From an optimization exercise on the open Yosys and OpenROAD flow, aimed at small area, a short achievable clock period and few clock cycles; shortcuts taken in it are not production practice.
Only simulation tests tie the RTL to the original design; equivalence was not proved.
No activity file was given, so power comes from the tool's default toggle rates.

==> design.v <==
module sprite_renderer (
    input  wire        clk,
    input  wire        pal_we,
    input  wire        pal_slot,
    input  wire [3:0]  pal_idx,
    input  wire [15:0] pal_wdata,
    input  wire        slot,
    input  wire [3:0]  idx,
    output wire [23:0] rgb
);
    function [7:0] c8;
        input [4:0] c;
        begin
            case (c)
                5'd0:  c8 = 8'd0;    5'd1:  c8 = 8'd8;
                5'd2:  c8 = 8'd16;   5'd3:  c8 = 8'd24;
                5'd4:  c8 = 8'd32;   5'd5:  c8 = 8'd41;
                5'd6:  c8 = 8'd49;   5'd7:  c8 = 8'd57;
                5'd8:  c8 = 8'd65;   5'd9:  c8 = 8'd74;
                5'd10: c8 = 8'd82;   5'd11: c8 = 8'd90;
                5'd12: c8 = 8'd98;   5'd13: c8 = 8'd106;
                5'd14: c8 = 8'd115;  5'd15: c8 = 8'd123;
                5'd16: c8 = 8'd131;  5'd17: c8 = 8'd139;
                5'd18: c8 = 8'd148;  5'd19: c8 = 8'd156;
                5'd20: c8 = 8'd164;  5'd21: c8 = 8'd172;
                5'd22: c8 = 8'd180;  5'd23: c8 = 8'd189;
                5'd24: c8 = 8'd197;  5'd25: c8 = 8'd205;
                5'd26: c8 = 8'd213;  5'd27: c8 = 8'd222;
                5'd28: c8 = 8'd230;  5'd29: c8 = 8'd238;
                5'd30: c8 = 8'd246;  default: c8 = 8'd255;
            endcase
        end
    endfunction
    reg [14:0] pal [0:31];
    always @(posedge clk) begin
        if (pal_we)
            pal[{pal_slot, pal_idx}] <= pal_wdata[14:0];
    end
    wire [14:0] e = pal[{slot, idx}];
    assign rgb = {c8(e[14:10]), c8(e[9:5]), c8(e[4:0])};
endmodule
module sprite_compositor (
    input  wire        clk,
    input  wire        rst,
    input  wire [15:0] cfg_tile_mult,
    input  wire [16:0] cfg_tile_len,
    input  wire [1:0]  cfg_pal_cnt,
    input  wire [15:0] cfg_nent0,
    input  wire [15:0] cfg_nent1,
    input  wire        cfg_debug,
    input  wire [7:0]  cfg_obj_count,    
    input  wire        pal_we,
    input  wire        pal_slot,
    input  wire [3:0]  pal_idx,
    input  wire [15:0] pal_wdata,
    input  wire        start,
    output wire        ready,
    output wire        oam_re,
    output wire [6:0]  oam_addr,
    input  wire [47:0] oam_rdata,
    output wire        tile_req,
    output wire [13:0] tile_addr,
    input  wire        tile_gnt,
    input  wire [31:0] tile_rdata,
    output reg         cv_we,
    output reg  [17:0] cv_addr,
    output wire [31:0] cv_wdata,
    output reg         done,
    output reg         err_empty,
    output wire [9:0]  min_x,            
    output wire [8:0]  min_y,            
    output wire [9:0]  canvas_w,
    output wire [8:0]  canvas_h,
    output reg         ev_tile_oor,
    output reg         ev_pidx_oor,
    output reg         ev_pnum_oor
);
    localparam S_IDLE = 2'd0;
    localparam S_BB   = 2'd1;    
    localparam S_DIM  = 2'd2;    
    localparam S_RUN  = 2'd3;    
    localparam M_IDLE = 2'd0;
    localparam M_MUL  = 2'd1;
    localparam M_FIN  = 2'd2;
    localparam M_RDY  = 2'd3;
    function [3:0] cells_w;
        input [1:0] shape;
        input [1:0] size;
        begin
            case ({shape, size})
                4'b00_00: cells_w = 4'd1;  4'b00_01: cells_w = 4'd2;
                4'b00_10: cells_w = 4'd4;  4'b00_11: cells_w = 4'd8;
                4'b01_00: cells_w = 4'd2;  4'b01_01: cells_w = 4'd4;
                4'b01_10: cells_w = 4'd4;  4'b01_11: cells_w = 4'd8;
                4'b10_00: cells_w = 4'd1;  4'b10_01: cells_w = 4'd1;
                4'b10_10: cells_w = 4'd2;  4'b10_11: cells_w = 4'd4;
                default:  cells_w = 4'd1;
            endcase
        end
    endfunction
    function [3:0] cells_h;
        input [1:0] shape;
        input [1:0] size;
        begin
            case ({shape, size})
                4'b00_00: cells_h = 4'd1;  4'b00_01: cells_h = 4'd2;
                4'b00_10: cells_h = 4'd4;  4'b00_11: cells_h = 4'd8;
                4'b01_00: cells_h = 4'd1;  4'b01_01: cells_h = 4'd1;
                4'b01_10: cells_h = 4'd2;  4'b01_11: cells_h = 4'd4;
                4'b10_00: cells_h = 4'd2;  4'b10_01: cells_h = 4'd4;
                4'b10_10: cells_h = 4'd4;  4'b10_11: cells_h = 4'd8;
                default:  cells_h = 4'd1;
            endcase
        end
    endfunction
    reg [1:0]  st;
    reg        first;            
    reg        bv;               
    reg        rd_on;
    reg [6:0]  rd_i;
    reg        arr_v;            
    reg [6:0]  arr_i;
    reg        oa_v;             
    reg [6:0]  oa_i;
    reg  [9:0] oa_x, oa_xl, oa_y, oa_ye;
    reg        oa_last;
    reg        oa_rot, oa_b9, oa_hfl, oa_vfl;
    reg  [3:0] oa_tw, oa_th;
    reg  [9:0] oa_tidx;
    reg  [3:0] oa_pnum;
    assign oam_re   = rd_on;
    assign oam_addr = rd_i;
    wire [3:0]  tw = oa_tw;
    wire [3:0]  th = oa_th;
    wire signed [9:0] a_x  = oa_x;
    wire signed [9:0] a_y  = oa_y;
    wire signed [9:0] a_xe = oa_xl + 10'sd1;
    wire signed [9:0] a_ye = oa_ye;
    wire [3:0]  i_tw = cells_w(oam_rdata[15:14], oam_rdata[31:30]);
    wire [3:0]  i_th = cells_h(oam_rdata[15:14], oam_rdata[31:30]);
    wire [9:0]  i_x  = {oam_rdata[24], oam_rdata[24:16]} - ((st == S_RUN) ? bb_minx : 10'd0);
    wire [9:0]  i_y  = {(oam_rdata[7] & oam_rdata[6]) ? 2'b11 : 2'b00, oam_rdata[7:0]}
                       - ((st == S_RUN) ? bb_miny : 10'd0);
    wire        disabled = ~oa_rot & oa_b9;
    wire        a_hf = ~oa_rot & oa_hfl;
    wire        a_vf = ~oa_rot & oa_vfl;
    wire        pnum_ok = ({2'b00, oa_pnum} < {4'b0000, cfg_pal_cnt});
    wire        a_slot = pnum_ok & oa_pnum[0];
    reg signed [9:0] bb_minx, bb_maxx, bb_miny, bb_maxy;
    assign min_x    = bb_minx;
    assign min_y    = bb_miny[8:0];
    assign canvas_w = bb_maxx;
    assign canvas_h = bb_maxy[8:0];
    wire [9:0]  cw = bb_maxx;
    wire [8:0]  ch = bb_maxy[8:0];
    reg [8:0]  sc_r;
    reg [2:0]  sc_s;
    reg        sc_fin;
    wire [9:0]  ox   = oa_x;
    wire [8:0]  oy   = oa_y[8:0];
    wire [9:0]  oxe  = oa_xl;                                  
    wire [9:0]  dyw  = {1'b0, sc_r} - {1'b0, oy};
    wire        in_row   = ({1'b0, sc_r} >= oa_y) && ({1'b0, sc_r} < oa_ye);
    wire        in_strip = (ox[9:7] <= sc_s) && (oxe[9:7] >= sc_s);
    wire        hit      = ~disabled && in_row && in_strip;
    wire [9:0]  sx0  = {sc_s, 7'd0};
    wire [9:0]  dl   = sx0 - ox;                               
    wire [9:0]  dr   = sx0 + 10'd127 - ox;                     
    wire [2:0]  d_ulo = (ox[9:7] < sc_s) ? dl[5:3] : 3'd0;
    wire [2:0]  d_uhi = (oxe[9:7] > sc_s) ? dr[5:3] : tw[2:0] - 3'd1;
    wire [7:0]  d_c0  = ox[7:0] - sx0[7:0] + {2'd0, d_ulo, 3'd0} + 8'd8;
    wire [5:0]  d_dy  = dyw[5:0];
    wire [5:0]  d_sy  = a_vf ? {th[2:0], 3'd0} - 6'd1 - d_dy : d_dy;
    wire        is_last = oa_last;
    reg [1:0]  mu_st;
    reg        mu_nw, mu_eor;
    reg [9:0]  m_t;
    reg [3:0]  mcnt;
    reg [11:0] m_acc;
    reg        m_sat;
    reg [5:0]  m_sy;
    reg [3:0]  m_tw;
    reg        m_hf, m_slot;
    reg [2:0]  m_ulo, m_uhi;
    reg [7:0]  m_c0;
    reg [5:0]  j_n;
    reg [6:0]  j_lim;
    wire        mu_free = (mu_st == M_IDLE);
    wire        need_mu = hit || is_last;
    wire        consume = oa_v && (!need_mu || mu_free);
    wire        stall   = oa_v && !consume;
    wire [13:0] m_mul = {1'b0, m_acc, 1'b0} + {2'b00, m_t[9] ? cfg_tile_mult[11:0] : 12'd0};
    wire        m_msat = (m_mul[13:11] != 3'd0) || (m_t[9] && cfg_tile_mult[15:12] != 4'd0);
    wire [11:0] tile_cnt = cfg_tile_len[16:5];
    wire [12:0] m_room   = {1'b0, tile_cnt} - {1'b0, m_acc};
    wire [5:0]  m_n0     = (m_tw[3] ? {m_sy[5:3], 3'd0} :
                            m_tw[2] ? {1'b0, m_sy[5:3], 2'd0} :
                            m_tw[1] ? {2'd0, m_sy[5:3], 1'b0} : {3'd0, m_sy[5:3]});
    wire [2:0]  m_tx0    = m_hf ? m_tw[2:0] - 3'd1 - m_ulo : m_ulo;
    reg        f_on, f_mk, f_eor, f_dn, f_slot;
    reg [11:0] f_src;
    reg [5:0]  f_n;
    reg [6:0]  f_lim;
    reg [2:0]  f_py, f_cnt;
    reg [7:0]  f_c0;
    reg        fits;
    reg        infl_v, infl_fit, infl_mk, infl_hf, infl_slot;
    reg        bad_q;
    reg [7:0]  infl_c0;
    reg        e0_v, e0_mk, e0_sl;
    reg [31:0] e0_d;
    reg [7:0]  e0_m, e0_c0;
    reg        e1_v, e1_mk, e1_sl;
    reg [31:0] e1_d;
    reg [7:0]  e1_m, e1_c0;
    reg         room;            
    reg         treq;            
    assign tile_req  = treq;
    assign tile_addr = {f_src[10:0], f_py};
    wire        adv  = f_on && room && (tile_gnt || !fits);
    wire [5:0]  f_n_nx = f_dn ? f_n - 6'd1 : f_n + 6'd1;
    wire        f_last = adv && (f_cnt == 3'd0);
    wire        take   = (mu_st == M_RDY) && ((!f_on && !f_mk) || (f_last && !f_eor));
    wire [31:0] rw;
    wire [7:0]  rmask, rbad;
    reg         nb0, nb1;
    reg  [3:0]  n40, n41;
    wire        nbig = infl_slot ? nb1 : nb0;
    wire [3:0]  n4   = infl_slot ? n41 : n40;
    genvar g;
    generate
        for (g = 0; g < 8; g = g + 1) begin : g_pix
            assign rw[4*g +: 4] = infl_hf ? tile_rdata[4*(7-g) +: 4] : tile_rdata[4*g +: 4];
            wire [3:0] v = rw[4*g +: 4];
            wire draw = (v != 4'd0) || cfg_debug;
            wire ok   = nbig || (v < n4);
            assign rmask[g] = infl_fit & draw & ok;
            assign rbad[g]  = draw & ~ok;
        end
    endgenerate
    reg [127:0] cov;             
    reg [17:0]  wrb;             
    reg [8:0]   wr;
    reg [2:0]   ws;
    reg         fin;
    reg         p_we, p_bg, p_sl;
    reg  [3:0]  p_v;
    reg  [6:0]  p_col;
    reg         radv_d, rstr_d;
    reg  [23:0] cv_rgb;
    reg         cv_hi;
    reg  [7:0]  e0_byp;
    wire [7:0]  e0_mu = e0_m & ~e0_byp;
    reg  [2:0]  wk;
    always @(*) begin
        casez (e0_mu)
            8'b???????1: wk = 3'd0;
            8'b??????10: wk = 3'd1;
            8'b?????100: wk = 3'd2;
            8'b????1000: wk = 3'd3;
            8'b???10000: wk = 3'd4;
            8'b??100000: wk = 3'd5;
            8'b?1000000: wk = 3'd6;
            default:     wk = 3'd7;
        endcase
    end
    wire [7:0]  e0_rest = e0_mu & (e0_mu - 8'd1);
    wire [6:0]  wcol    = e0_c0[6:0] + {4'd0, wk} + 7'd120;
    wire [3:0]  wv      = e0_d[{wk, 2'b00} +: 4];
    wire [15:0] bfull;
    genvar b;
    generate
        for (b = 0; b < 16; b = b + 1) begin : g_bf
            assign bfull[b] = &cov[8*b +: 8];
        end
    endgenerate
    reg  [3:0]  fb;
    always @(*) begin
        casez (bfull)
            16'b???????????????0: fb = 4'd0;
            16'b??????????????01: fb = 4'd1;
            16'b?????????????011: fb = 4'd2;
            16'b????????????0111: fb = 4'd3;
            16'b???????????01111: fb = 4'd4;
            16'b??????????011111: fb = 4'd5;
            16'b?????????0111111: fb = 4'd6;
            16'b????????01111111: fb = 4'd7;
            16'b???????011111111: fb = 4'd8;
            16'b??????0111111111: fb = 4'd9;
            16'b?????01111111111: fb = 4'd10;
            16'b????011111111111: fb = 4'd11;
            16'b???0111111111111: fb = 4'd12;
            16'b??01111111111111: fb = 4'd13;
            16'b?011111111111111: fb = 4'd14;
            default:              fb = 4'd15;
        endcase
    end
    wire [15:0] fb_oh;            
    reg  [2:0]  fkb [0:15];
    integer q;
    always @(*) begin
        for (q = 0; q < 16; q = q + 1) begin
            casez (cov[8*q +: 8])
                8'b???????0: fkb[q] = 3'd0;
                8'b??????01: fkb[q] = 3'd1;
                8'b?????011: fkb[q] = 3'd2;
                8'b????0111: fkb[q] = 3'd3;
                8'b???01111: fkb[q] = 3'd4;
                8'b??011111: fkb[q] = 3'd5;
                8'b?0111111: fkb[q] = 3'd6;
                default:     fkb[q] = 3'd7;
            endcase
        end
    end
    wire [2:0]  fk = fkb[fb];
    wire [6:0]  fcol  = {fb, fk};
    wire [10:0] rem   = {1'b0, cw} - {1'b0, ws, 7'd0};
    wire        rfull = (rem[10:7] != 4'd0);
    wire [3:0]  remb  = rem[6:3];
    wire [15:0] ltb   = ~(16'hFFFF << remb);             
    wire        f_eqb = fb_oh[remb] && (fkb[remb] < rem[2:0]);
    wire        fany  = (bfull != 16'hFFFF) && (rfull || (fb_oh & ltb) != 16'd0 || f_eqb);
    wire        w_word = e0_v && !e0_mk;
    wire        w_fill = e0_v && e0_mk;
    wire        w_pix  = w_word && e0_mu != 8'd0;
    wire        set_v  = w_pix || (w_fill && fany);
    wire [6:0]  setc   = w_fill ? fcol : wcol;
    reg         fend;
    wire        pop    = (w_word && e0_rest == 8'd0) || (w_fill && fend);
    wire        radv   = w_fill && fend;                
    wire [7:0]  win_c0 = e1_v ? e1_c0 : infl_c0;
    wire [8:0]  win_e  = {1'b0, win_c0};                
    wire [143:0] cext  = {8'hFF, cov, 8'hFF};
    wire [7:0]  win_lo = cext[{win_e[7:3], 3'd0} +: 8];
    wire [7:0]  win_hi = cext[{win_e[7:3] + 5'd1, 3'd0} +: 8];
    wire [15:0] win_2  = {win_hi, win_lo} >> win_e[2:0];
    wire [8:0]  win_d  = {1'b0, e0_c0} - {1'b0, win_c0};
    wire [8:0]  win_s  = 9'd8 - win_d;                     
    wire        win_nr = (win_s[8:4] == 5'd0) && (win_s[3:0] != 4'd0);
    wire [7:0]  e0_lb  = e0_mu & (~e0_mu + 8'd1);         
    wire [15:0] win_sh = {e0_lb, 8'd0} >> win_s[3:0];
    wire [7:0]  win_bp = (w_pix && win_nr) ? win_sh[7:0] : 8'd0;
    wire [7:0]  win_z  = (win_e[8:3] == 6'd0)  ? (8'hFF >> win_e[2:0]) :
                         (win_e[8:3] == 6'd16) ? ~(8'hFF >> win_e[2:0]) :
                         (win_e[8:3] == 6'd17) ? 8'hFF : 8'h00;
    wire [7:0]  wmask  = radv ? win_z : win;
    wire [7:0]  eff_in = (e1_v || (e0_mk && e0_v && !radv)) ? rmask : (rmask & ~wmask);
    wire        push   = infl_v && (infl_mk || eff_in != 8'd0);
    wire        push_raw = infl_v;      
    wire        push_any = infl_v;
    reg         n_e0_v, n_e0_mk, n_e1_v;
    reg  [7:0]  n_e0_m;
    always @(*) begin
        n_e0_v  = e0_v;
        n_e0_mk = e0_mk;
        n_e0_m  = (w_word && !pop) ? e0_rest : e0_m;
        n_e1_v  = e1_v;
        if (pop || !e0_v) begin
            if (e1_v && e0_v) begin
                n_e0_v  = 1'b1;
                n_e0_mk = e1_mk;
                n_e0_m  = e1_m;
                n_e1_v  = push_any;
            end else begin
                n_e0_v  = push_any;
                n_e0_mk = infl_mk;
                n_e0_m  = 8'hFF;
            end
        end else if (push_any) begin
            n_e1_v = 1'b1;
        end
    end
    wire        n_infl = adv || (f_mk && room);
    wire        n_pop  = n_e0_v && !n_e0_mk && ((n_e0_m & (n_e0_m - 8'd1)) == 8'd0);
    wire        f_on_nx = (take && !mu_nw) ? 1'b1 : (adv && f_cnt == 3'd0) ? 1'b0 : f_on;
    wire        fits_nx = (take && !mu_nw) ? ({1'b0, j_n} < j_lim) :
                          (adv && f_cnt != 3'd0) ? ({1'b0, f_n_nx} < f_lim) : fits;
    wire [1:0]  n_occ  = {1'b0, n_e0_v} + {1'b0, n_e1_v} + {1'b0, n_infl} - {1'b0, n_pop};
    wire [7:0]  win    = win_2[7:0];
    wire [127:0] fz_oh;
    generate
        for (b = 0; b < 16; b = b + 1) begin : g_fz
            if (b == 0) begin : g0
                assign fb_oh[b] = ~bfull[b];
            end else begin : gn
                assign fb_oh[b] = ~bfull[b] & (&bfull[b-1:0]);
            end
            assign fz_oh[8*b +: 8] = {8{fb_oh[b]}} & ~cov[8*b +: 8] & (cov[8*b +: 8] + 8'd1);
        end
    endgenerate
    wire [127:0] cov_set = ({127'd0, w_pix} << wcol) | ({128{w_fill}} & fz_oh);
    wire [127:0] cov_nx  = radv ? 128'd0 : (cov | cov_set);
    wire [23:0] rgb;
    sprite_renderer u_pal (
        .clk(clk),
        .pal_we(pal_we), .pal_slot(pal_slot), .pal_idx(pal_idx), .pal_wdata(pal_wdata),
        .slot(p_sl), .idx(p_v), .rgb(rgb)
    );
    assign cv_wdata = {{8{cv_hi}}, cv_rgb};
    reg         rdy;
    assign ready = rdy;
    always @(posedge clk) begin
        if (arr_v && !stall) begin
            oa_y     <= i_y;
            oa_ye    <= i_y + {3'd0, i_th, 3'd0};
            oa_last  <= ({1'b0, arr_i} + 8'd1 == cfg_obj_count);
            oa_rot   <= oam_rdata[8];
            oa_b9    <= oam_rdata[9];
            oa_tw    <= i_tw;
            oa_th    <= i_th;
            oa_x     <= i_x;
            oa_xl    <= i_x + {3'd0, i_tw - 4'd1, 3'b111};
            oa_hfl   <= oam_rdata[28];
            oa_vfl   <= oam_rdata[29];
            oa_tidx  <= oam_rdata[41:32];
            oa_pnum  <= oam_rdata[47:44];
            oa_i     <= arr_i;
        end
    end
    always @(posedge clk) begin
        if (rst) begin
            st      <= S_IDLE;
            rdy     <= 1'b1;
            rd_on   <= 1'b0;
            arr_v   <= 1'b0;
            oa_v    <= 1'b0;
            bv      <= 1'b0;
            mu_st   <= M_IDLE;
            f_on    <= 1'b0;
            f_mk    <= 1'b0;
            infl_v  <= 1'b0;
            bad_q   <= 1'b0;
            e0_v    <= 1'b0;
            e1_v    <= 1'b0;
            p_we    <= 1'b0;
            room    <= 1'b1;
            treq    <= 1'b0;
            cv_we   <= 1'b0;
            fin     <= 1'b0;
            done    <= 1'b0;
        end else begin
            done <= 1'b0;
            arr_i <= rd_i;
            if (arr_v && stall && st == S_RUN) begin
                arr_v <= 1'b0;
                rd_i  <= arr_i;
                rd_on <= 1'b1;
            end else begin
                arr_v <= rd_on;
                if (rd_on) begin
                    rd_i <= rd_i + 7'd1;
                    if ({1'b0, rd_i} + 8'd1 == cfg_obj_count) rd_on <= 1'b0;
                end
            end
            if (arr_v && !stall) oa_v <= (st == S_RUN);
            else if (consume)    oa_v <= 1'b0;
            bv <= arr_v && (st == S_BB);
            case (st)
                S_IDLE: begin
                    if (start) begin
                        ev_tile_oor <= 1'b0;
                        ev_pidx_oor <= 1'b0;
                        ev_pnum_oor <= 1'b0;
                        rd_i        <= 7'd0;
                        first       <= 1'b1;
                        if (cfg_obj_count == 8'd0) begin
                            err_empty <= 1'b1;
                            done      <= 1'b1;
                        end else begin
                            err_empty <= 1'b0;
                            rd_on     <= 1'b1;
                            rdy       <= 1'b0;
                            st        <= S_BB;
                        end
                    end
                end
                S_BB: begin
                    if (bv) begin
                        first <= 1'b0;
                        if (first || a_x  < bb_minx) bb_minx <= a_x;
                        if (first || a_y  < bb_miny) bb_miny <= a_y;
                        if (first || a_xe > bb_maxx) bb_maxx <= a_xe;
                        if (first || a_ye > bb_maxy) bb_maxy <= a_ye;
                    end
                    if (!rd_on && !arr_v && !bv) st <= S_DIM;
                end
                S_DIM: begin
                    nb0 <= (cfg_nent0[15:4] != 12'd0);
                    nb1 <= (cfg_nent1[15:4] != 12'd0);
                    n40 <= cfg_nent0[3:0];
                    n41 <= cfg_nent1[3:0];
                    bb_maxx <= bb_maxx - bb_minx;
                    bb_maxy <= bb_maxy - bb_miny;
                    cov <= {128{1'b0}};
                    wrb    <= 18'd0;
                    wr     <= 9'd0;
                    ws     <= 3'd0;
                    sc_r   <= 9'd0;
                    sc_s   <= 3'd0;
                    sc_fin <= 1'b0;
                    rd_i   <= 7'd0;
                    rd_on  <= 1'b1;
                    st     <= S_RUN;
                end
                S_RUN: begin
                    if (fin) begin
                        fin  <= 1'b0;
                        done <= 1'b1;
                        rdy  <= 1'b1;
                        st   <= S_IDLE;
                    end
                end
                default: st <= S_IDLE;
            endcase
            if (st == S_RUN && consume) begin
                if (hit && !pnum_ok) ev_pnum_oor <= 1'b1;
                if (need_mu) begin
                    mu_nw   <= !hit;
                    mu_eor  <= is_last;
                    m_t     <= oa_tidx;
                    m_acc   <= 12'd0;
                    m_sat   <= 1'b0;
                    mcnt    <= 4'd0;
                    m_sy    <= d_sy;
                    m_tw    <= tw;
                    m_hf    <= a_hf;
                    m_slot  <= a_slot;
                    m_ulo   <= d_ulo;
                    m_uhi   <= d_uhi;
                    m_c0    <= d_c0;
                    mu_st   <= hit ? M_MUL : M_RDY;
                end
                if (is_last) begin
                    rd_i <= 7'd0;
                    if (sc_r == ch - 9'd1) begin
                        sc_r <= 9'd0;
                        sc_s <= sc_s + 3'd1;
                        if ({1'b0, sc_s + 3'd1, 7'd0} >= {1'b0, cw}) begin
                            sc_fin <= 1'b1;
                            rd_on  <= 1'b0;
                        end else begin
                            rd_on  <= 1'b1;
                        end
                    end else begin
                        sc_r  <= sc_r + 9'd1;
                        rd_on <= 1'b1;
                    end
                end
            end
            case (mu_st)
                M_MUL: begin
                    m_acc <= m_mul[11:0];
                    if (m_msat) m_sat <= 1'b1;
                    m_t   <= {m_t[8:0], 1'b0};
                    mcnt  <= mcnt + 4'd1;
                    if (mcnt == 4'd9) mu_st <= M_FIN;
                    j_n   <= m_n0 + {3'd0, m_tx0};
                end
                M_FIN: begin
                    if (m_sat || m_room[12])      j_lim <= 7'd0;
                    else if (m_room[11:6] != 0)   j_lim <= 7'd64;
                    else                          j_lim <= {1'b0, m_room[5:0]};
                    m_acc <= m_acc + {6'd0, j_n};
                    mu_st <= M_RDY;
                end
                M_RDY: begin
                    if (take) begin
                        if (mu_nw) begin
                            f_mk <= 1'b1;
                        end else begin
                            f_on  <= 1'b1;
                            f_eor <= mu_eor;
                            f_src <= m_acc;
                            f_n   <= j_n;
                            f_lim <= j_lim;
                            fits  <= ({1'b0, j_n} < j_lim);
                            f_py  <= m_sy[2:0];
                            f_cnt <= m_uhi - m_ulo;
                            f_dn  <= m_hf;
                            f_c0  <= m_c0;
                            f_slot <= m_slot;
                        end
                        mu_st <= M_IDLE;
                    end
                end
                default: ;
            endcase
            room     <= (n_occ <= 2'd1);
            treq     <= f_on_nx && fits_nx && (n_occ <= 2'd1);
            infl_v   <= adv || (f_mk && room);
            infl_mk  <= !f_on;
            infl_fit <= fits;
            infl_c0  <= f_c0;
            infl_slot <= f_slot;
            infl_hf  <= f_dn;
            if (f_on && !fits) ev_tile_oor <= 1'b1;
            if (adv) begin
                if (f_cnt == 3'd0) begin
                    if (!take || mu_nw) f_on <= 1'b0;
                    if (f_eor) f_mk <= 1'b1;
                end else begin
                    f_cnt <= f_cnt - 3'd1;
                    f_n   <= f_n_nx;
                    f_src <= f_dn ? f_src - 12'd1 : f_src + 12'd1;
                    f_c0  <= f_c0 + 8'd8;
                    fits  <= ({1'b0, f_n_nx} < f_lim);
                end
            end
            if (f_mk && room) f_mk <= 1'b0;
            bad_q <= infl_v && infl_fit && !infl_mk && (rbad != 8'd0);
            if (bad_q) ev_pidx_oor <= 1'b1;
            p_we   <= set_v;
            p_bg   <= w_fill;
            p_sl   <= e0_sl;
            p_v    <= wv;
            p_col  <= setc;
            radv_d <= radv;
            rstr_d <= (wr == ch - 9'd1);
            if (radv_d) wrb <= rstr_d ? {5'd0, ws, 7'd0} : wrb + {8'd0, cw};
            if (st == S_RUN) cov <= cov_nx;
            fend <= w_fill && !fany && !fend;
            if (w_word && !pop) begin
                e0_m <= e0_rest;
            end
            if (radv) begin
                if (wr == ch - 9'd1) begin
                    wr  <= 9'd0;
                    ws  <= ws + 3'd1;
                    if ({1'b0, ws + 3'd1, 7'd0} >= {1'b0, cw}) fin <= 1'b1;
                end else begin
                    wr  <= wr + 9'd1;
                end
            end
            e0_byp <= (pop || !e0_v) ? win_bp : 8'd0;
            if (pop || !e0_v) begin
                if (e1_v && e0_v) begin
                    e0_v <= 1'b1; e0_mk <= e1_mk; e0_d <= e1_d; e0_c0 <= e1_c0; e0_sl <= e1_sl;
                    e0_m <= e1_m & ~wmask;
                    e1_v <= push;
                    if (push_raw) begin
                        e1_mk <= infl_mk; e1_d <= rw; e1_c0 <= infl_c0; e1_sl <= infl_slot;
                    end
                    e1_m <= eff_in;
                end else begin
                    e0_v <= push;
                    if (push_raw) begin
                        e0_mk <= infl_mk; e0_d <= rw; e0_c0 <= infl_c0; e0_sl <= infl_slot;
                    end
                    e0_m <= eff_in;
                end
            end else if (push_raw) begin
                e1_v <= push;
                e1_mk <= infl_mk; e1_d <= rw; e1_m <= eff_in; e1_c0 <= infl_c0; e1_sl <= infl_slot;
            end
            cv_we   <= p_we;
            cv_addr <= wrb + {11'd0, p_col};
            cv_hi   <= p_bg ? cfg_debug : 1'b1;
            cv_rgb  <= p_bg ? {24{cfg_debug}} : rgb;
        end
    end
endmodule
==> run.sh <==
#!/bin/bash
# synth_recipe.tcl (not shown) runs the flow's synth.tcl, then flattens the netlist and writes it again
# the make line also repeats each setting of config.mk as NAME=value (left out here)
make -C /OpenROAD-flow-scripts/flow DESIGN_CONFIG=/design/flow/config.mk WORK_HOME=/design/flow/orfs CLKGATE_MAP_FILE= SYNTH_SCRIPT=/design/flow/synth_recipe.tcl finish
==> config.mk <==
export PLATFORM = sky130hd
export DESIGN_NAME = sprite_compositor
export DESIGN_NICKNAME = sprite_compositor
export VERILOG_FILES = /design/flow/design.v
export SDC_FILE = /design/flow/constraint.sdc
export NUM_CORES = 4
export LEC_CHECK = 0
export ABC_AREA = 1
export ABC_CLOCK_PERIOD_IN_PS = 3600
export CAP_MARGIN = 20
export CORE_MARGIN = 2
export CORE_UTILIZATION = 58
export PLACE_DENSITY = 0.68
export SETUP_SLACK_MARGIN = 4.35
export SLEW_MARGIN = 20
==> constraint.sdc <==
create_clock -name core_clock -period 8.0 [get_ports {clk}]
set_input_delay 1.6000 -clock core_clock [delete_from_list [all_inputs] [get_ports {clk}]]
set_output_delay 1.6000 -clock core_clock [all_outputs]
set_load 0.01 [all_outputs]
==> results.yml, run 1 <==
run_status:
  status: "no timing/DRC/antenna violations"
yosys:
  ys_seq_area_share_pct: 51.4
  muxShareOfSynthArea_pct: 0.0945
  synth_xor_area_share_pct: 2.44
  syn_avg_cell_area_sq_um: 9.17
  synthCells: 6933
  synthAdderAreaFrac_pct: 7.31
  synth_edf_count: 1071
  synth_top_family_by_area: "simple AND/OR/NAND/NOR gates"
  yosys_warnings: 3
  synth-compound-area-share_pct: 12.8
  syn_area_sq_um: 63600
  synthFlopType: "edfxtp_1"
  yosys.area_share.simple_pct: 19.1
  synth_cell_types: 66
  synth_fp_nets: 7474
  synthArstFlopShare_pct: 0
  ys_seq_elements: 1097
route:
  drtIter0Drc: 7315
  viasPerCell: 6.27
  antenna_left: 0
  dr.pass1.iters: 10
  num_vias: 55600
  wirelength_mm: 220
  routedWlPerCell_um: 24.8
  drc: 0
setup_path:
  timing.rr.end: "room"
  slowest_stage: "edfxtp_1"
  critPathLaunchType: "register"
  critPathKind: "reg2reg"
  crit_path_end_kind: "register"
  r2r_setup_slack_ns: 4.09
  cp_slowest_stage_delay_ns: 0.40
  crit_required_ns: 8.62
  cp.arrival_ns: 4.53
  worstPathMaxFanout: 6
  r2r_cells: 29
  reg2reg_from: "e0_m[0]"
final_layout:
  layout-drive-gt1-share_pct: 12.7
  nFillCells: 8107
  areaGrowthSynthToFinish_pct: 20.7
  nNetsFinal: 7889
  final_cell_mix: "edfxtp_1 (1071), nand2_1 (1048), inv_1 (775)"
  final_common_cell: "edfxtp_1"
clock_network:
  cts-root-buf: "clkbuf_16"
  cts_buffers: 115
  clk_latency_ns: 0.75
  h-tree-depth: 3
  cts.sinks: 1097
  cts_tree: "built"
  path_clk_slew_ns: 0.06
  clk_path_buf_depth: 3
grt:
  grt_pass1_vias: 51500
  grt_pass1_wl_mm: 316
  grt_max_degree: 135
  grt_usage_pct: 37.4
  grt-ovfl-total: 0
  antenna_found_initial: 6
worst_hold_path:
  hold_class: "reg2reg"
  holdPathEnd: "f_slot"
  hp-start: "m_slot"
  min_path_cells: 0
power:
  irDropWorstVdd_uv: 248
  switching_share_pct: 32.9
  power_leakage_nw: 30.8
  seqPwrFrac_pct: 40.8
  power_frac_clock_pct: 32.9
  power.density_nw_per_um2: 229
  power_frac_comb_pct: 26.3
  switchingPower_mw: 5.76
  power_mw: 17.5
  p_int_mw: 11.8
sta:
  report.final.slew_viol_count: 0
  worst_pin_slew_ns: 1.14
  fmax_mhz: 255
  rsz0062_at_grt: "yes"
  fin_worst_skew_ns: 0.0588
  tns_ns: 0
  slew_headroom_pct: 23.3
  setup_viol: 0
  post-route-period-util_pct: 48.9
  hold_viol: 0
  setup_ws_ns: 4.09
  period_needed_ns: 3.91
floorplan:
  rows: 121
  start_util_pct: 58.4
  die_area_sq_um: 112000
  io_pins: 300
  die_y_um: 335
  die_w_um: 335
  core_area_sq_um: 109000
place:
  routabilityCongestion: 1.05
  pre_cts_ws_ns: 2.54
  dp_hpwl_mm: 145
  port-buffer-count: 284
run:
  cap_violations: 0
[per-stage QoR]
stage	cells	hold WS [ns]	area [sq um]	util, %
6_report	8866	0.420	76700	70.5
2_1_floorplan	6933	0.388	64000	-
3_5_place_dp	8446	0.407	68300	62.7
3_3_place_gp	8446	0.400	68200	62.7
4_1_cts	8765	0.421	74600	68.5
5_1_grt	8864	0.427	76700	70.5
[Yosys cell counts, types with 89 or more instances]
| master | n | area (sq um) |
|---|---|---|
| nand3_1 | 566 | 2830 |
| xor2_1 | 126 | 1100 |
| o21ai_0 | 630 | 3150 |
| a31oi_1 | 89 | 557 |
| nand2_1 | 1106 | 4150 |
| nor2_1 | 748 | 2810 |
| nor3_1 | 129 | 646 |
| edfxtp_1 | 1071 | 32200 |
| o221ai_1 | 105 | 920 |
| ha_1 | 338 | 4230 |
| inv_1 | 808 | 3030 |
| clkbuf_1 | 231 | 867 |
| a21oi_1 | 266 | 1330 |
| nand4_1 | 102 | 638 |
[worst max path at each step]
| stage | start | to | slack (ns) | cells after the start |
|---|---|---|---|---|
| final | e0_m[0] | room | 4.09 | 29 |
| after global routing | e0_m[0] | room | 3.90 | 29 |
| after CTS | e0_byp[3] | room | 4.14 | 26 |
| after detailed placement | e0_m[0] | cov[69] | 2.54 | 20 |
| after global placement | e0_m[0] | cov[69] | 2.70 | 20 |
| after floorplan | rst | cov[0] | 3.61 | 3 |
[timing repair]
action / in CTS / in global routing
resized for setup: 257 / 308
pin swaps: 55 / 112
endpoints found under the setup margin: 445 / 497
hold buffers: 0 / 0
buffers inserted: 85 / 88
cloned: 15 / 11
[logic make-up (layout without fill, tap and decap cells)]
family	after synthesis	in the layout
DFF	1097	1097
muxes	6	6
adders and majority gates	359	359
AOI/OAI and AO/OA	1377	1378
other	0	2
buffers and inverters	1131	1645
xor gates and xnor gates	177	177
and+or+nand+nor	2786	2788
[sequential cells by signal (all words and copies together) (netlist names), 11 cells and up, named ones only]
register / cells
u_pal.pal: 480
cov: 128
e0_d: 32
e1_d: 32
cv_rgb: 24
cv_addr: 18
wrb: 18
m_acc: 12
f_src: 11
[metal layers]
metal  share of wire, %  track usage (%)  up-vias  routed length, um
met4                5.8             18.5        6              12800
met5              0.037                0        -                 81
met3                 11             7.53      723              24400
li1                   -                -    25200                  -
met2                 44             57.4     3201              97100
met1                 39             50.9    26500              85400
[area by class of cell]
cell class / count / area, sq um / area share (%)
antenna: 2 / 5.00 / 0.00652
clock buffer: 135 / 2980 / 3.89
clock inverter: 84 / 1090 / 1.42
inverter: 832 / 3240 / 4.23
multi-input combinational: 4708 / 28700 / 37.4
sequential: 1097 / 32700 / 42.6
tap: 1414 / 1770 / 2.31
timing repair buffer: 592 / 6220 / 8.10
timing repair inverter: 2 / 18.8 / 0.0245
[power by group through the flow]
stage	clock network, mW	registers (mW)	logic (mW)
2_1_floorplan	0	7.14	2.60
3_3_place_gp	0	7.28	3.89
3_5_place_dp	0	7.28	4.00
4_1_cts	5.81	7.14	4.26
5_1_grt	6.01	7.18	4.98
6_report	5.78	7.15	4.61
[worst max-delay path, delay by kind of cell (launching register included)]
| kind | cells | cell delay, ns |
|---|---|---|
| flip-flops | 1 | 0.40 |
| adder cells (fa/ha/maj) | 2 | 0.44 |
| XOR/XNOR | 1 | 0.14 |
| AO/OA/AOI/OAI | 1 | 0.16 |
| AND/OR/NAND/NOR | 15 | 1.66 |
| buffers and inverters | 10 | 0.99 |
Testbench counts, summed over its fixed seeds: cycles 208,024.
==> run 2: changes to the inputs <==
--- a/design.v
+++ b/design.v
@@ -339,3 +339,4 @@
     wire        win_nr = (win_s[8:4] == 5'd0) && (win_s[3:0] != 4'd0);
-    wire [7:0]  e0_lb  = e0_mu & (~e0_mu + 8'd1);         
+    wire [7:0]  e0_lb  = e0_mu & {~|e0_mu[6:0], ~|e0_mu[5:0], ~|e0_mu[4:0], ~|e0_mu[3:0],
+                                  ~|e0_mu[2:0], ~|e0_mu[1:0], ~e0_mu[0], 1'b1};   
     wire [15:0] win_sh = {e0_lb, 8'd0} >> win_s[3:0];
@@ -387,3 +388,7 @@
             end
-            assign fz_oh[8*b +: 8] = {8{fb_oh[b]}} & ~cov[8*b +: 8] & (cov[8*b +: 8] + 8'd1);
+            wire [7:0] cb = cov[8*b +: 8];
+            assign fz_oh[8*b +: 8] = {8{fb_oh[b]}} &
+                {~cb[7] & (&cb[6:0]), ~cb[6] & (&cb[5:0]), ~cb[5] & (&cb[4:0]),
+                 ~cb[4] & (&cb[3:0]), ~cb[3] & (&cb[2:0]), ~cb[2] & (&cb[1:0]),
+                 ~cb[1] & cb[0], ~cb[0]};
         end
--- a/config.mk
+++ b/config.mk
@@ -8,8 +8,8 @@
 export ABC_AREA = 1
-export ABC_CLOCK_PERIOD_IN_PS = 3600
+export ABC_CLOCK_PERIOD_IN_PS = 3800
 export CAP_MARGIN = 20
 export CORE_MARGIN = 2
-export CORE_UTILIZATION = 58
-export PLACE_DENSITY = 0.68
-export SETUP_SLACK_MARGIN = 4.35
+export CORE_UTILIZATION = 60
+export PLACE_DENSITY = 0.7
+export SETUP_SLACK_MARGIN = 4.2
 export SLEW_MARGIN = 20
==> run 2 against run 1 <==
Compared with the run above: first-iteration DRC count decreased by 11%; via count decreased by 4.2%; largest power group unchanged; critical path depth down 4; highest routed layer unchanged; clock-buffer cell count rose by 3; setup slack improved by 0.026 ns; still clean on timing, DRC and antenna; fmax increased by 0.66%; die area decreased by 5.5%.
==> results.yml, run 2 <==
sta:
  slew_headroom_pct: 25.6
  report.final.slew_viol_count: 0
  post-route-period-util_pct: 48.6
  hold_viol: 0
  setup_viol: 0
  fin_worst_skew_ns: 0.0781
  fmax_mhz: 257
  rsz0062_at_grt: "yes"
  period_needed_ns: 3.89
  worst_pin_slew_ns: 1.12
  tns_ns: 0
power:
  power_mw: 16.3
  switching_share_pct: 32.2
  power_frac_comb_pct: 24.2
  power_leakage_nw: 28.7
  irDropWorstVdd_uv: 252
  seqPwrFrac_pct: 43.8
  power_frac_clock_pct: 32.0
  power.density_nw_per_um2: 223
  switchingPower_mw: 5.23
  p_int_mw: 11.0
final_layout:
  areaGrowthSynthToFinish_pct: 17.2
  layout.cells.non_filler: 8565
  final_common_cell: "edfxtp_1"
  regMostFlops: "u_pal.pal"
  layout-drive-gt1-share_pct: 9.94
  largest_register_ff_count: 480
  fin_area_sq_um: 72800
  final_cell_mix: "edfxtp_1 (1071), nand2_1 (1036), inv_1 (794)"
  nNetsFinal: 7567
  reg_top3: "u_pal.pal: 480 flops, cov: 128 flops"
setup_path:
  critPathLaunchType: "register"
  crit_required_ns: 8.60
  cp-startpoint: "e0_m[0]"
  reg2reg_from: "e0_m[0]"
  cp.arrival_ns: 4.49
  r2r_cells: 25
  critPathKind: "reg2reg"
  worstPathMaxFanout: 9
  crit_path_end_kind: "register"
grt:
  grt_max_degree: 127
  grt-ovfl-total: 0
  grt_pass1_wl_mm: 298
  antenna_found_initial: 7
  grt_usage_pct: 36.7
  grt_pass1_vias: 49900
floorplan:
  core_area_sq_um: 103000
  die_area_sq_um: 106000
  rows: 118
  start_util_pct: 60.3
  io_pins: 300
  die_y_um: 326
  die_w_um: 326
yosys:
  synthArstFlopShare_pct: 0
  synth_cell_types: 68
  synthCells: 6755
  synth_top_area_share_pct: 51.8
  syn_area_sq_um: 62100
  ys_seq_area_share_pct: 52.6
  synth_top_family_by_area: "simple AND/OR/NAND/NOR gates"
  synth_xor_area_share_pct: 2.38
  syn_avg_cell_area_sq_um: 9.20
  muxShareOfSynthArea_pct: 0.0967
  yosys.area_share.simple_pct: 18.2
  yosys_warnings: 3
  synth_fp_nets: 7234
  ys_top_cells_by_count: "edfxtp_1 (1071), nand2_1 (1071), inv_1 (812), nor2_1 (747), o21ai_0 (640)"
  synth_edf_count: 1071
  yosysTopAreaCell: "edfxtp_1"
  synth-compound-area-share_pct: 13.4
  synthFlopType: "edfxtp_1"
  synth.area.top_cells: "edfxtp_1 (52%), nand2_1 (6.5%), ha_1 (5.6%), o21ai_0 (5.2%), inv_1 (4.9%)"
  ys_seq_elements: 1097
  synthAdderAreaFrac_pct: 6.23
route:
  antenna_left: 0
  wirelength_mm: 203
  dr.pass1.iters: 8
  drc: 0
  viasPerCell: 6.22
  routedWlPerCell_um: 23.7
  drtIter0Drc: 6511
  num_vias: 53300
worst_hold_path:
  hold_class: "reg2reg"
  min_path_cells: 0
  hp-start: "f_c0[2]"
place:
  dp_hpwl_mm: 135
  dp_cells: 8221
  routabilityCongestion: 1.06
  port-buffer-count: 284
  dpl_cell_area_sq_um: 66400
clock_network:
  clk_latency_ns: 0.75
  cts.sinks: 1097
  path_clk_slew_ns: 0.06
  cts_tree: "built"
  cts-root-buf: "clkbuf_16"
  holdBufCountCts: 0
  clk_path_buf_depth: 3
  cts_buffers: 112
  h-tree-depth: 3
run:
  cap_violations: 0
run_status:
  status: "no timing/DRC/antenna violations"
-- run 2: cell types whose count changed after synthesis, moves of 12 or more --
cell / change
a21oi_1: +40
nand3_1: -56
nor4_1: -12
nor3_1: -42
nand3b_1: -15
nand2_1: -35
a31oi_1: -12
clkbuf_1: -14
ha_1: -62
-- run 2: power groups by stage --
stage / Combinational, mW / Clock [mW] / Sequential (mW)
2_1_floorplan: 2.36 / 0 / 7.12
4_1_cts: 3.73 / 5.23 / 7.10
5_1_grt: 4.30 / 5.44 / 7.15
6_report: 3.94 / 5.20 / 7.12
3_5_place_dp: 3.57 / 0 / 7.25
3_3_place_gp: 3.47 / 0 / 7.24
-- run 2: layer usage --
| metal | up-vias | global-route usage, % | share of wire, % | wire length (um) |
|---|---|---|---|---|
| met5 | - | 0 | 0.013 | 27 |
| met4 | 4 | 15.9 | 5.4 | 11000 |
| met3 | 634 | 7.84 | 10 | 21200 |
| met2 | 3015 | 57.9 | 45 | 92200 |
| met1 | 25400 | 49.2 | 39 | 78700 |
| li1 | 24300 | - | - | - |
-- run 2: layout make-up --
| cell class | count | area (sq um) |
|---|---|---|
| multi-input cells | 4529 | 26400 |
| flip-flops and latches | 1097 | 32700 |
| clock buffers | 138 | 2920 |
| diodes | 5 | 12.5 |
| repair inverters | 2 | 15.0 |
| clock inverters | 68 | 677 |
| well taps | 1380 | 1730 |
| repair buffers | 509 | 5190 |
| fillers | 7902 | 30200 |
| inverters | 837 | 3250 |
-- run 2: cells by family after synthesis --
logic type                 after synthesis
muxes                                    6
buffers and inverters                 1132
and+or+nand+nor                       2627
xor gates and xnor gates               168
DFF                                   1097
AOI/OAI and AO/OA                     1428
adders and majority gates              297
-- run 2: through the flow --
step	setup slack, ns	utilization (%)	hold WS (ns)
detailed placement	2.43	64.5	0.405
floorplan	3.61	-	0.388
global route	4.04	70.7	0.383
global placement	2.42	64.4	0.399
CTS	4.16	69.3	0.381
finish	4.11	70.7	0.404
-- run 2: worst paths after layout --
| check | endpoint | slack (ns) |
|---|---|---|
| max | cov[67] | 4.11 |
| min | infl_c0[2] | 0.40 |
| max reg2reg | cov[67] | 4.11 |
| min reg2reg | infl_c0[2] | 0.40 |
-- run 2: what timing repair did --
item | 4_1_cts | 5_1_grt
pin swaps | 17 | 75
cloned | 11 | 9
setup buffers | 53 | 58
gates resized for setup | 155 | 217
setup endpoints to repair | 334 | 319
-- run 2: worst max-delay path: stages (launching register included) --
cell and delay, ns:
edfxtp_1 0.43, nand2_2 0.12, nand2_2 0.07, inv_2 0.08
nand3_4 0.11, buf_12 0.15, clkinv_8 0.04, nand2_4 0.04
nor3_4 0.14, nor2_2 0.08, nand3_4 0.08, ha_4 0.14
inv_2 0.03, fa_2 0.34, nor2_2 0.13, inv_2 0.06
buf_4 0.13, buf_4 0.13, buf_12 0.12, nand2_8 0.11
inv_8 0.07, nor3_4 0.31, nand2_2 0.23, nor3_1 0.34
o21ai_0 0.18, inv_1 0.11
Testbench counts of run 2, summed over its fixed seeds: cycles 208,024.
==> run 3: changes to the inputs <==
--- a/config.mk
+++ b/config.mk
@@ -11,4 +11,4 @@
 export CORE_MARGIN = 2
-export CORE_UTILIZATION = 60
-export PLACE_DENSITY = 0.7
+export CORE_UTILIZATION = 62
+export PLACE_DENSITY = 0.72
 export SETUP_SLACK_MARGIN = 4.2
==> run 3 against run 2 <==
Compared with the run above: still clean on timing, DRC and antenna; core utilization grew 2.2 points; routed wire length shrank 0.91%; via count grew 0.12%; clock skew shrank 0.018 ns; combinational power shrank 1%; register-to-register slack is essentially flat; worst hold slack gained 0.0023 ns; setup slack lost 0.0049 ns; first-iteration DRC count grew 3.1%; total power grew 1.7%; flip-flop and latch count is the same; highest routed layer unchanged.
==> results.yml, run 3 <==
run_status:
  status: "no timing/DRC/antenna violations"
grt:
  grt_max_degree: 129
  grt_pass1_wl_mm: 292
  grt_usage_pct: 37.3
  grt-ovfl-total: 0
  grt_pass1_vias: 49400
  antenna_found_initial: 2
clock_network:
  cts.sinks: 1097
  cts_tree: "built"
  clk_latency_ns: 0.75
  holdBufCountCts: 0
  path_clk_slew_ns: 0.06
  h-tree-depth: 3
  cts_buffers: 111
  clk_path_buf_depth: 3
  cts-root-buf: "clkbuf_16"
route:
  routedWlPerCell_um: 23.9
  drc: 0
  num_vias: 53300
  wirelength_mm: 201
  dr.pass1.iters: 11
  viasPerCell: 6.32
  antenna_left: 0
  drtIter0Drc: 6712
final_layout:
  final_common_cell: "edfxtp_1"
  regMostFlops: "u_pal.pal"
  final_cell_mix: "edfxtp_1 (1071), nand2_1 (1034), inv_1 (795)"
  layout-drive-gt1-share_pct: 9.82
  nFillCells: 7310
  areaGrowthSynthToFinish_pct: 16.9
  reg_top3: "u_pal.pal: 480 flops, cov: 128 flops"
  nNetsFinal: 7523
  largest_register_ff_count: 480
sta:
  tns_ns: 0
  hold_viol: 0
  fin_worst_skew_ns: 0.0596
  rsz0062_at_grt: "yes"
  report.final.slew_viol_count: 0
  fmax_mhz: 257
  slew_headroom_pct: 19.9
  worst_pin_slew_ns: 1.19
  setup_viol: 0
  period_needed_ns: 3.89
  post-route-period-util_pct: 48.7
setup_path:
  critPathKind: "reg2reg"
  critPathLaunchType: "register"
  crit_path_end_kind: "register"
  worstPathMaxFanout: 16
  cp.arrival_ns: 4.49
  crit_required_ns: 8.60
floorplan:
  die_w_um: 321
  die_y_um: 321
  die_area_sq_um: 103000
  io_pins: 300
  rows: 116
  core_area_sq_um: 99700
  start_util_pct: 62.3
power:
  power_leakage_nw: 28.7
  power.density_nw_per_um2: 228
  irDropWorstVdd_uv: 270
  power_mw: 16.5
place:
  port-buffer-count: 284
  routabilityCongestion: 1.09
  dp_hpwl_mm: 133
yosys:
  yosysTopAreaCell: "edfxtp_1"
  yosys_warnings: 3
  ys_top_cells_by_count: "edfxtp_1 (1071), nand2_1 (1071), inv_1 (812), nor2_1 (747), o21ai_0 (640)"
  synth.area.top_cells: "edfxtp_1 (52%), nand2_1 (6.5%), ha_1 (5.6%), o21ai_0 (5.2%), inv_1 (4.9%)"
  synth_fp_nets: 7234
  synth_edf_count: 1071
  ys_seq_elements: 1097
  synthFlopType: "edfxtp_1"
  synth_cell_types: 68
  syn_area_sq_um: 62100
  syn_avg_cell_area_sq_um: 9.20
  synthArstFlopShare_pct: 0
  synth_top_area_share_pct: 51.8
  ys_seq_area_share_pct: 52.6
  synthCells: 6755
run:
  cap_violations: 0
worst_hold_path:
  hold_class: "reg2reg"
-- run 3: path summary, 6_finish.rpt --
path                            from  endpoint  slack [ns]  cells past startpoint
worst min register to register  p_we     cv_we        0.41                      2
worst max-delay path            e1_v      e0_v        4.11                     25
worst min-delay path            p_we     cv_we        0.41                      2
worst max register to register  e1_v      e0_v        4.11                     25
-- run 3: through the flow --
stage	utilization (%)	instance area, sq um	std cells	hold WS (ns)	setup WS, ns
after floorplan	-	62300	6755	0.388	3.61
after CTS	71.3	71100	8373	0.409	4.15
final	72.9	72700	8442	0.406	4.11
after global routing	72.9	72700	8440	0.430	3.92
after detailed placement	66.4	66200	8123	0.399	2.15
after global placement	66.4	66200	8123	0.403	2.22
-- run 3: cell families after synthesis --
logic type,count (synthesis),share of synthesized area [%]
AO/OA/AOI/OAI,1428,13.4
buffers and inverters,1132,7.10
AND/OR/NAND/NOR,2627,18.2
adder cells (fa/ha/maj),297,6.23
flip-flops,1097,52.6
multiplexers,6,0.0967
XOR/XNOR,168,2.38
-- run 3: final cells by class --
cell class / instances / area (sq um) / area share [%]
Antenna cell: 2 / 5.00 / 0.00689
Clock inverter: 79 / 1000 / 1.38
Timing Repair inverter: 2 / 12.5 / 0.0172
Timing Repair Buffer: 469 / 4910 / 6.76
Multi-Input combinational cell: 4526 / 26300 / 36.2
Clock buffer: 132 / 2900 / 3.99
Tap cell: 1298 / 1620 / 2.24
Sequential cell: 1097 / 32700 / 45.0
Inverter: 837 / 3220 / 4.44
-- run 3: worst max-delay path, stage by stage (launching register included) --
cell and delay, ns:
dfxtp_4 0.40, inv_4 0.12, nand2_1 0.10, nand2_4 0.17, buf_12 0.21, clkinv_1 0.11
ha_1 0.35, inv_2 0.14, buf_12 0.21, nand3_1 0.14, nand3_1 0.21, nand3_1 0.18
nand3_2 0.18, nand3_1 0.12, nand3_1 0.13, nand2_1 0.06, nand2_1 0.06, nand3_1 0.08
nand2_1 0.16, nand2_1 0.08, nand2_1 0.13, nand2_1 0.08, nor2_1 0.10, nand2_1 0.07
nand2_1 0.08, a21oi_1 0.07
-- run 3: repair_timing --
item,4_1_cts,5_1_grt
setup buffers,32,52
cloned,7,14
gates resized for setup,121,252
setup endpoints to repair,325,324
pin swaps,17,94
-- run 3: where the power goes --
group | switching (mW) | leakage (nW) | internal, mW
combinational | 2.58 | 16.7 | 1.31
clock | 2.33 | 1.92 | 3.22
sequential | 0.320 | 10.1 | 6.79
-- run 3: metal layers --
metal,up-vias,GRT usage [%],share of wire [%]
met2,3248,58.9,45
met1,25200,50.0,38
met5,-,0,0.0099
met3,660,7.60,11
met4,2,17.2,5.5
li1,24200,-,-

==> static timing again, ports no longer ideal <==
Ports are ideal in the flow. The routed layouts listed here were re-timed in OpenROAD.
Step 1: set_driving_cell puts a clkbuf_16 on clk and a buf_2 on each other input, an assumption about the parent block.
Step 2 adds t to the input delays and takes it off the output delays; t is the mean of the earliest and latest rising clock arrival at the registers after step 1. Input paths then give back, and output paths get back, about the clock's delay inside the block.
Three values: ideal ports, drivers, drivers and shift; two values: the first two.
run	shift t [ns]	setup slack, ns	hold WS [ns]	worst register clock-pin slew, ns	worst slew at a driven data input, ns
run 1	0.801	4.086 / 4.086 / 3.588	0.420 / 0.420 / 0.420	0.07 / 0.07	0.11
run 2	0.788	4.111 / 4.111 / 3.538	0.404 / 0.404 / 0.404	0.07 / 0.07	0.09
run 3	0.800	4.106 / 4.106 / 3.476	0.406 / 0.406 / 0.406	0.07 / 0.07	0.09
After both steps every run listed still meets setup and hold. For run 3, which loses most, drivers alone change the setup slack by 0.000 ns; drivers and shift together by -0.630 ns.
